This design comes from an exercise in tuning for small area on the open sky130 flow, not from production work.
Function was checked by simulation only, so behaviour that the tests miss may differ from the original.
No activity file was given, so power comes from the tool's default toggle rates.

==> design.v <==
module smc_dbcodec (
    input  wire        clk,
    input  wire        rst,
    input  wire        in_valid,
    input  wire        in_gain,
    input  wire [63:0] in_db,
    output reg         out_valid,
    output reg  [15:0] out_word,
    output reg         out_nan
);
    reg        s1_valid;
    reg        s1_gain;
    reg [63:0] s1_db;
    always @(posedge clk) begin
        if (rst) begin
            s1_valid <= 1'b0;
        end else begin
            s1_valid <= in_valid;
        end
        s1_gain <= in_gain;
        s1_db   <= in_db;
    end
    wire        sgn  = s1_db[63];
    wire [10:0] expo = s1_db[62:52];
    wire [51:0] frac = s1_db[51:0];
    wire is_nan  = (expo == 11'h7FF) && (frac != 52'd0);
    wire is_zero = (expo == 11'd0) && (frac == 52'd0);
    wire [10:0] a_sh = expo - 11'd1015;      
    wire [10:0] g_sh = expo - 11'd1023;      
    wire [52:0] mant = {1'b1, frac};
    reg  [15:0] att_word;
    reg  [15:0] att_int;      
    reg         att_sticky;   
    reg  [15:0] att_ceil;
    reg  [52:0] att_shifted;
    reg  [5:0]  att_rs;       
    integer     i;
    always @(*) begin
        att_int    = 16'd0;
        att_shifted = 53'd0;
        att_sticky = 1'b0;
        att_rs     = 6'd0;
        att_ceil   = 16'd1;
        if (!sgn || is_zero) begin
            att_word = 16'h0000;                  
        end else if (expo >= 11'd1030) begin
            att_word = 16'h8000;                  
        end else begin
            if (expo < 11'd1015) begin
                att_ceil = 16'd1;
            end else begin
                att_rs  = 6'd52 - a_sh[5:0];          
                att_shifted = mant >> att_rs;
                att_int     = att_shifted[15:0];
                att_sticky = 1'b0;
                for (i = 0; i < 53; i = i + 1)
                    if (i < att_rs && mant[i])
                        att_sticky = 1'b1;
                att_ceil = att_int + {15'd0, att_sticky};
            end
            att_word = 16'd1 - att_ceil;
        end
    end
    reg  [8:0]  g_mag;        
    reg         g_big;        
    reg  [8:0]  g_int;
    reg  [52:0] g_shifted;
    reg         g_half;
    reg  [5:0]  g_rs;         
    reg  [7:0]  g_val;
    reg  [15:0] gain_word;
    always @(*) begin
        g_int  = 9'd0;
        g_shifted = 53'd0;
        g_half = 1'b0;
        g_rs   = 6'd0;
        g_big  = 1'b0;
        g_mag  = 9'd0;
        if (expo >= 11'd1031) begin
            g_big = 1'b1;                         
        end else if (expo >= 11'd1023) begin
            g_rs   = 6'd52 - g_sh[5:0];            
            g_shifted = mant >> g_rs;
            g_int  = g_shifted[8:0];
            g_half = mant[g_rs - 6'd1];
            g_mag  = g_int + {8'd0, g_half};
        end else if (expo == 11'd1022) begin
            g_mag = 9'd1;                         
        end else begin
            g_mag = 9'd0;                         
        end
        if (!sgn) begin
            if (g_big || g_mag > 9'd6) g_val = 8'd6;
            else                       g_val = g_mag[7:0];
        end else begin
            if (g_big || g_mag >= 9'd128) g_val = 8'h80;
            else                          g_val = 8'd0 - g_mag[7:0];
        end
        gain_word = {g_val, 8'h00};
    end
    always @(posedge clk) begin
        if (rst) begin
            out_valid <= 1'b0;
        end else begin
            out_valid <= s1_valid;
        end
        out_nan  <= is_nan;
        out_word <= is_nan ? 16'h0000 : (s1_gain ? gain_word : att_word);
    end
endmodule
==> run.sh <==
#!/bin/bash
# synth_recipe.tcl (not shown) runs the flow's synth.tcl, then flattens the netlist and writes it again
# the make line also repeats each setting of config.mk as NAME=value (left out here)
make -C /OpenROAD-flow-scripts/flow DESIGN_CONFIG=/design/flow/config.mk WORK_HOME=/design/flow/orfs CLKGATE_MAP_FILE= SYNTH_SCRIPT=/design/flow/synth_recipe.tcl finish
==> config.mk <==
export PLATFORM = sky130hd
export DESIGN_NAME = smc_dbcodec
export DESIGN_NICKNAME = smc_dbcodec
export VERILOG_FILES = /design/flow/design.v
export SDC_FILE = /design/flow/constraint.sdc
export NUM_CORES = 4
export LEC_CHECK = 0
export CAP_MARGIN = 20
export CORE_MARGIN = 2
export CORE_UTILIZATION = 40
export SLEW_MARGIN = 20
==> constraint.sdc <==
create_clock -name core_clock -period 8.0 [get_ports {clk}]
set_input_delay 1.6000 -clock core_clock [delete_from_list [all_inputs] [get_ports {clk}]]
set_output_delay 1.6000 -clock core_clock [all_outputs]
set_load 0.01 [all_outputs]
==> results of run 1 <==
state kept, by name (all words and copies together) (netlist names):
name       count
s1_valid       1
s1_db         64
out_valid      1
out_nan        1
s1_gain        1
out_word      16
how the worst max path moves through the flow:
stage	start	endpoint	slack [ps]
detailed placement	s1_db[55]	out_word[15]	2350
floorplan	s1_db[54]	out_word[11]	2480
global placement	s1_db[55]	out_word[11]	2330
finish	s1_db[55]	out_word[11]	2150
CTS	s1_db[55]	out_word[15]	2310
global route	s1_db[55]	out_word[11]	1700
cell usage in the layout (no fill, tap or decap), types with 6 or more instances in the layout:
master / netlist / layout
o211ai_1: 10 / 10
nor3_1: 19 / 19
clkbuf_16: 0 / 9
nand2b_1: 12 / 12
mux4_2: 48 / 48
a21o_1: 6 / 6
o22ai_1: 16 / 16
o21ai_0: 65 / 65
xnor2_1: 20 / 20
mux4_1: 10 / 10
nor2_1: 75 / 75
mux2i_1: 45 / 45
nand3_1: 27 / 27
a22oi_1: 6 / 6
nor4_1: 20 / 20
nand4_1: 8 / 8
a21oi_1: 48 / 48
mux2_2: 28 / 28
and3_1: 8 / 8
nand2_1: 79 / 79
o221ai_1: 8 / 8
inv_1: 15 / 15
or3_1: 8 / 8
ha_1: 18 / 18
xor2_1: 11 / 11
and2_1: 9 / 9
nor3b_1: 6 / 6
or2_2: 6 / 6
a221oi_1: 11 / 11
a211oi_1: 14 / 14
buf_4: 3 / 15
nor2b_1: 8 / 8
clkdlybuf4s50_1: 0 / 85
dfxtp_1: 84 / 82
layout make-up:
cell class                 instances  area, µm²  share of cell area (%)
clock buffer                       9        225                    2.36
clock inverter                     7       76.3                   0.801
inverter                          18       67.6                   0.709
multi-input combinational        772       6170                    64.8
sequential                        84       1690                    17.7
tap                              270        338                    3.55
timing repair buffer             100        963                    10.1
cell families (layout without fill, tap and decap cells):
group	after synthesis	count (layout)	share of synthesized area, %
AO/OA/AOI/OAI	270	270	22.3
XOR/XNOR	31	31	3.26
adder cells (fa/ha/maj)	18	18	2.70
buffers and inverters	71	134	5.77
flip-flops	84	84	20.2
multiplexers	136	136	26.0
AND/OR/NAND/NOR	317	317	19.8
layer usage:
metal | GRT usage, % | vias up | routed length, µm
met3 | 6.50 | 117 | 3400
met4 | 15.6 | 0 | 1820
met1 | 39.8 | 4081 | 13100
met5 | 0 | - | 0
met2 | 43.0 | 574 | 13500
li1 | - | 3749 | -
power by group through the flow:
| stage | combinational [W] | clock [W] | sequential, W |
|---|---|---|---|
| after CTS | 0.000684 | 0.000444 | 0.000487 |
| after global routing | 0.000751 | 0.000462 | 0.000492 |
| after global placement | 0.000684 | 0 | 0.000497 |
| after detailed placement | 0.000681 | 0 | 0.000496 |
| after floorplan | 0.000484 | 0 | 0.000480 |
| final | 0.000702 | 0.000435 | 0.000490 |
metrics by stage:
stage	hold slack (ps)	std cells	setup slack (ps)	util, %	area, µm²
detailed placement	430	1244	2350	45.3	9230
CTS	453	1260	2310	46.8	9530
global route	471	1260	1700	46.8	9530
floorplan	414	927	2480	-	8330
global placement	419	1244	2330	45.3	9230
finish	446	1260	2150	46.8	9530
==> summary.txt, run 1 <==
hold path startpoint s1_valid; fin crit share 73.1%; P per Cell Area between 150 and 200 nW/µm²; crit-path most repeated cell ha_1; Crit path buffers/inverters 0; cell count after synthesis a little over 900; Clk pwr share between 20% and 30%; HPWL Detailed around 25000 µm; port bufs 85; antenna violations before repair 0; number of buffers created by CTS 9; Worst path max stage delay 600 ps; ANT cells 0; Vias between 8000 and 9000; Syn Area/Cell 8.99 µm²; CTS root buf clkbuf_16; CTS Hold Bufs 0; CP cell instances ha_1 -> xor2_1 -> nor2_1 -> nand2_1 -> o211ai_1 -> o2111ai_1 -> a2111oi_0 -> nand4_1 -> or4_1 -> ha_1 -> ha_1 -> xnor2_1 -> nand2_1 -> ha_1 -> o31ai_1 -> a21oi_1 -> o21ai_2 -> or3_1 -> a31o_1; DR vias/cell slightly below 7; Antenna Nets Post-Route 0; postcts setup bufs 0; Routed WL ~32000 µm; drt drc 0; max-slew violations 0; total grt overflow 0; Area Growth Syn to Fin 14.3%; R2R Setup Slk about 2200 ps; cell count of the worst reg-to-reg path 19; leakage power about 3.4 nW; critical path's slowest cell nor2_1; Synth Flop Type dfxtp_1; Setup crit start kind flip-flop; WP data required between 8000 and 9000 ps; kind of critical path reg2reg; worst skew pair latency ~380 ps; Fin. Hold Viols 0; vias in the first global route ~8000; reg2reg start s1_db[55]; global-route usage over all layers slightly below 30%; First DRT Iteration DRCs around 1200; CTS sink count 84; Core Footprint around 20000 µm²; first-pass GRT wire length approximately 49000 µm; Synth Cell Area around 8300 µm²; switching share of power around two fifths; unrepaired setup endpoints after global routing false; Initial Utilization 40.9%; Hold Path Sink out_valid; skew final ~15 ps; Crit Path Max Fanout 11; die height approximately 150 µm; power consumption ~0.0016 W; worst vdd ir between 0.09 and 0.1 mV; register bit count reported by yosys 84; die width roughly 150 µm; Hold Crit Class reg2reg; Top Ports 86; f_max about 0.17 GHz; Ys Warns 1; Critical Path Stages 19; leading area contributor after synthesis dfxtp_1; combinational share of power 43.2%; Worst Path Arrival 6120 ps; Synthesized Nets about 1000; number of synthesized flops with an enable pin 0; Net Sw Power 0.000665 W; post-DR wirelength/cell 25.3 µm; Die ar. around 22000 µm²; most frequent cell after synthesis dfxtp_1; final setup fails 0; min Tclk post-route between 5000 and 6000 ps; post-synth top area share between 20% and 30%; WHS Path Cells 1; post_cts resized 0; largest net degree at the start of global routing 52; Fillers slightly below 2000; synth unique cells slightly above 100; maximum clock insertion buffer count 2; drt pass-1 iters 6; total of max-cap violations 0; layout net count roughly 1100; status complete, no violations; TritonCTS clock tree built; share of layout cells above drive strength 1 between 10% and 20%; Post-synth ARST share 0%; FP Rows 52; synth top area cells dfxtp_1 20%, mux4_2 13%, mux2i_1 5.4%; cell-internal power between 0.0009 and 0.001 W; CP delay by family, top simple AND/OR/NAND/NOR gates; setup_tns 0 ps; Reg clk slew, reported paths approximately 80 ps; sequential share of power 30.1%; GPL Wtd Cong roughly 1.0; headroom to the max-slew limit 20.0%; sequential share of the synthesized area about a fifth; Worst Tran Pin Value between 1000 and 1500 ps; reg2reg end out_word[11]; H-tree depth 3; CP Capture Type flip-flop; commonest cells in the netlist 84 x dfxtp_1, 79 x nand2_1, 75 x nor2_1
==> run 2, diff against run 1 <==
==> design.v (replaced) <==
module smc_dbcodec (
    input  wire        clk,
    input  wire        rst,
    input  wire        in_valid,
    input  wire        in_gain,
    input  wire [63:0] in_db,
    output reg         out_valid,
    output reg  [15:0] out_word,
    output reg         out_nan
);
    wire        sgn  = in_db[63];
    wire [10:0] e    = in_db[62:52];
    wire [51:0] frac = in_db[51:0];
    wire f_lo   = |frac[37:0];
    wire is_nan = (&e) & (f_lo | (|frac[51:38]));
    wire big    = e[10] & ((|e[9:3]) | (e[2] & e[1]));              
    wire ge1015 = e[10] | ((&e[9:4]) & (e[3] | (&e[2:0])));         
    wire in_rng = ge1015 & ~big;
    wire ge1026 = e[10] & (|e[9:1]);                                 
    wire [3:0]  rs = 4'd5 - e[3:0];
    wire [14:0] t0 = {1'b1, frac[51:38]};
    wire [14:0] t1 = rs[0] ? {1'b0, t0[14:1]} : t0;
    wire [14:0] t2 = rs[1] ? {2'b0, t1[14:2]} : t1;
    wire [14:0] t3 = rs[2] ? {4'b0, t2[14:4]} : t2;
    wire [14:0] a  = rs[3] ? {8'b0, t3[14:8]} : t3;
    wire sticky = f_lo | (rs[0] & t0[0]) | (rs[1] & (|t1[1:0])) |
                  (rs[2] & (|t2[3:0])) | (rs[3] & (|t3[7:0]));
    wire [7:0] lo_p;            
    wire [7:0] lo_w;
    assign lo_w[0] = ~a[0] ^ sticky;
    wire c1 = ~(a[0] & sticky);
    assign lo_p[1] = c1;
    genvar k;
    generate
        for (k = 1; k < 8; k = k + 1) begin : g_lo
            assign lo_w[k] = ~a[k] ^ lo_p[k];
            if (k < 7) begin : g_p
                assign lo_p[k+1] = lo_p[k] & ~a[k];
            end
        end
    endgenerate
    wire c8 = lo_p[7] & ~a[7];
    wire ch = in_gain ? ~a[7] : c8;
    wire [8:0] hi_p;
    wire [7:0] hi_w;
    assign hi_p[0] = ch;
    generate
        for (k = 0; k < 7; k = k + 1) begin : g_hi
            assign hi_w[k] = ~a[8+k] ^ hi_p[k];
            assign hi_p[k+1] = hi_p[k] & ~a[8+k];
        end
    endgenerate
    assign hi_w[7] = ~hi_p[7];
    wire [2:0] pm = a[10:8];
    wire p_sat = (&pm) | (pm[2] & pm[1] & a[7]);
    wire [2:0] p_inc = {pm[2] ^ (pm[1] & pm[0] & a[7]), pm[1] ^ (pm[0] & a[7]), pm[0] ^ a[7]};
    wire [2:0] p_v = ge1026 ? 3'd6 : (!in_rng ? 3'd0 : p_sat ? 3'd6 : p_inc);
    reg [15:0] word;
    always @(*) begin
        if (is_nan) word = 16'h0000;
        else if (!sgn) word = {5'd0, in_gain ? p_v : 3'd0, 8'h00};
        else if (big) word = 16'h8000;
        else if (!in_rng) word = 16'h0000;
        else word = {hi_w, in_gain ? 8'h00 : lo_w};
    end
    always @(posedge clk) begin
        out_valid <= in_valid & ~rst;
        out_nan   <= is_nan;
        out_word  <= word;
    end
endmodule
--- a/config.mk
+++ b/config.mk
@@ -6,4 +6,5 @@
 export NUM_CORES = 4
 export LEC_CHECK = 0
+export ABC_AREA = 1
 export CAP_MARGIN = 20
 export CORE_MARGIN = 2
==> summary.txt, run 2 <==
status complete, no violations; min Tclk post-route 6730 ps (+887 ps); CTS root buf clkbuf_8; CTS sink count 18 (-79%); P per Cell Area 108 nW/µm² (-37%); layout net count 473 (-56%); Fin. Hold Viols 0 (unchanged); Synth Area in Compound Gates 8.48% (-14 points); worst vdd ir 0.0662 mV (-33%); Initial Utilization 42.2% (+1.2 points); fin crit share 84.2% (+11 points); Synth Cell Area 1870 µm² (-78%); Top Ports 86 (unchanged); Worst path max stage delay 600 ps (about the same); post_cts resized 0 (unchanged); total grt overflow 0 (unchanged); postcts setup bufs 0 (unchanged); leakage power 1.32 nW (-62%); register bit count reported by yosys 18 (-79%); Core Footprint 4440 µm² (-78%); Fillers 450 (-77%); most flop-heavy register out_word; headroom to the max-slew limit 53.5% (+34 points); First DRT Iteration DRCs 170 (-86%); crit-path most repeated cell ha_1; DR vias/cell 4.89 (-28%); TritonCTS clock tree built; Synthesized Nets 392 (-61%); HPWL Detailed 4280 µm (-83%); Area Growth Syn to Fin 47.7%; commonest cells in the netlist 98 x nand2_1, 38 x inv_1, 35 x nor2_1; largest net degree at the start of global routing 22 (-58%); first-pass GRT wire length 8700 µm (-82%); f_max 0.149 GHz (-13%); power consumption 0.000298 W (-82%); port bufs 85 (unchanged); sequential share of the synthesized area 19.2% (-0.95 points); synth top area cells nand2_1 20%, dfxtp_1 19%, ha_1 13%; unrepaired setup endpoints after global routing false; main combinational cell family by area after synthesis simple AND/OR/NAND/NOR gates; Placed Instances 433 (-65%); simple-gate portion of the synthesized area 45.9% (+26 points); number of buffers created by CTS 3 (-6); Largest register FFs 16 (-75%); kind of critical path in2reg; most frequent cells in the layout 98 x nand2_1, 85 x clkdlybuf4s50_1, 38 x inv_1; post-synth top area share 19.6% (-0.55 points); vias in the first global route 2018 (-75%); Post-synth ARST share 0% (unchanged); Reg clk slew, reported paths 60 ps (-20 ps); WHS Path Cells 3 (+2); CTS Hold Bufs 0 (unchanged); Worst Tran Pin Value 695 ps (-501 ps); critical path's slowest cell ha_1; synth unique cells 33 (-68%); Setup crit start kind input port; Syn Area/Cell 6.15 µm² (-32%); number of synthesized flops with an enable pin 0 (unchanged); Routed WL 5020 µm (-84%); Antenna Nets Post-Route 0 (unchanged); GPL Wtd Cong 0.863 (-15%); Post-DP Area 2730 µm² (-70%); Hold Path Sink out_valid; max-slew violations 0 (unchanged); global-route usage over all layers 20.2% (-8.9 points); CP Capture Type flip-flop; Synth Area in XOR/XNOR 1.74% (-1.5 points); Design Area, Final 2770 µm² (-71%); ANT cells 0 (unchanged); die width 72.5 µm (-51%); most frequent cell after synthesis nand2_1; post-DR wirelength/cell 11.5 µm (-55%); share of layout cells above drive strength 1 4.95% (-9.5 points); setup_tns 0 ps (unchanged); WP data required 8140 ps (-140 ps); hold path startpoint in_valid; multi-input logic area 1290 µm² (-79%); antenna violations before repair 0 (unchanged); die height 72.5 µm (-51%); Largest regs out_word: 16 flops, out_nan: 1 flops, out_valid: 1 flops; H-tree depth 1 (-2); adder-cell share of the synthesized area 12.7% (+10 points); Sequential cell area 360 µm² (-79%); leading area contributor after synthesis nand2_1; maximum clock insertion buffer count 2 (unchanged); Die ar. 5250 µm² (-76%); Worst Path Arrival 6880 ps (+760 ps); FP Rows 24 (-54%); Hold Crit Class in2reg; most common cell after layout, fill and taps aside nand2_1; Ys Warns 1 (unchanged); Vias 2131 (-75%); Synth Flop Type dfxtp_1; post-synthesis mux area share 0% (-26 points); final setup fails 0 (unchanged); drt pass-1 iters 4 (-2); total of max-cap violations 0 (unchanged); final cell count without fillers 436 (-65%); drt drc 0 (unchanged); Crit Path Max Fanout 17 (+6); cell count after synthesis 305 (-67%)
run 2: cell count changes after synthesis, sizes merged, moves of 23 or more:
cell | before | now
dfxtp | 84 | 18
o21ai | 72 | 15
inv | 17 | 40
clkbuf | 30 | 1
nor2 | 75 | 36
mux4 | 58 | 0
a21oi | 48 | 4
mux2 | 33 | 0
mux2i | 45 | 0
run 2: through the flow:
step	hold slack [ps]	setup WS, ps	utilization, %
finish	1870	1270	62.3
global route	1890	823	62.3
CTS	1870	1280	62.3
detailed placement	2130	1050	61.3
global placement	2120	1170	61.3
floorplan	1670	1900	-
run 2: cell type report:
type	instances	share of cell area, %
inverters	40	5.52
flip-flops and latches	18	13.0
well taps	52	2.35
clock buffers	3	1.49
repair buffers	86	31.0
multi-input cells	237	46.6
run 2: cell families after synthesis:
family                     count (synthesis)
AOI/OAI and AO/OA                         27
xor gates and xnor gates                   2
adders and majority gates                 19
buffers and inverters                     50
DFF                                       18
and+or+nand+nor                          189
run 2: worst max-delay path, delay by kind of cell:
kind	cells	cell delay, ps
AOI/OAI and AO/OA	2	150
adders and majority gates	16	3610
and+or+nand+nor	6	550
buffers and inverters	5	980
run 2: how the worst max path moves through the flow:
stage,depth (start not counted),end,from,slack (ps)
final,29,out_word[14],in_db[53],1270
after global routing,29,out_word[14],in_db[53],820
after CTS,27,out_word[14],in_db[52],1280
after detailed placement,27,out_word[14],in_db[52],1050
after global placement,31,out_word[14],in_db[52],1170
after floorplan,30,out_word[14],in_db[53],1900
run 2: per-layer routing:
metal	track usage (%)	share of wire (%)	up-vias
met5	0	0	-
li1	-	-	1151
met4	1.23	0.38	0
met3	3.89	5.4	2
met1	26.6	47	912
met2	36.0	48	66
run 2: power breakdown:
group	total (W)	internal, W	switching, W
logic	0.000142	0.0000692	0.0000727
registers	0.0000952	0.0000940	0.00000114
clock network	0.0000611	0.0000334	0.0000277

==> what the ideal ports hide <==
The results above use ideal ports. As a check the final layouts listed here were re-extracted and re-timed, cells and wires unchanged.
Step 1 assumes that a clkbuf_16 drives the clock port and a buf_2 every other input.
Step 2 also shifts input and output timing later by t, the mid clock arrival at the registers, as if the neighbouring blocks saw the same clock.
a / b / c = no drivers / after step 1 / after step 2; a / b = the first two.
| run | t, ns | slack for setup (ns) | hold slack, ns | cell pins on the clock port's net |
|---|---|---|---|---|
| run 1 | 0.418 | 2.154 / 2.154 / 2.154 | 0.446 / 0.446 / 0.446 | 1 |
| run 2 | 0.269 | 1.268 / 1.250 / 0.981 | 1.870 / 1.870 / 2.139 | 1 |
After both steps every run listed still meets setup and hold. For run 2, which loses most, drivers alone change the setup slack by -0.018 ns; drivers and shift together by -0.287 ns.
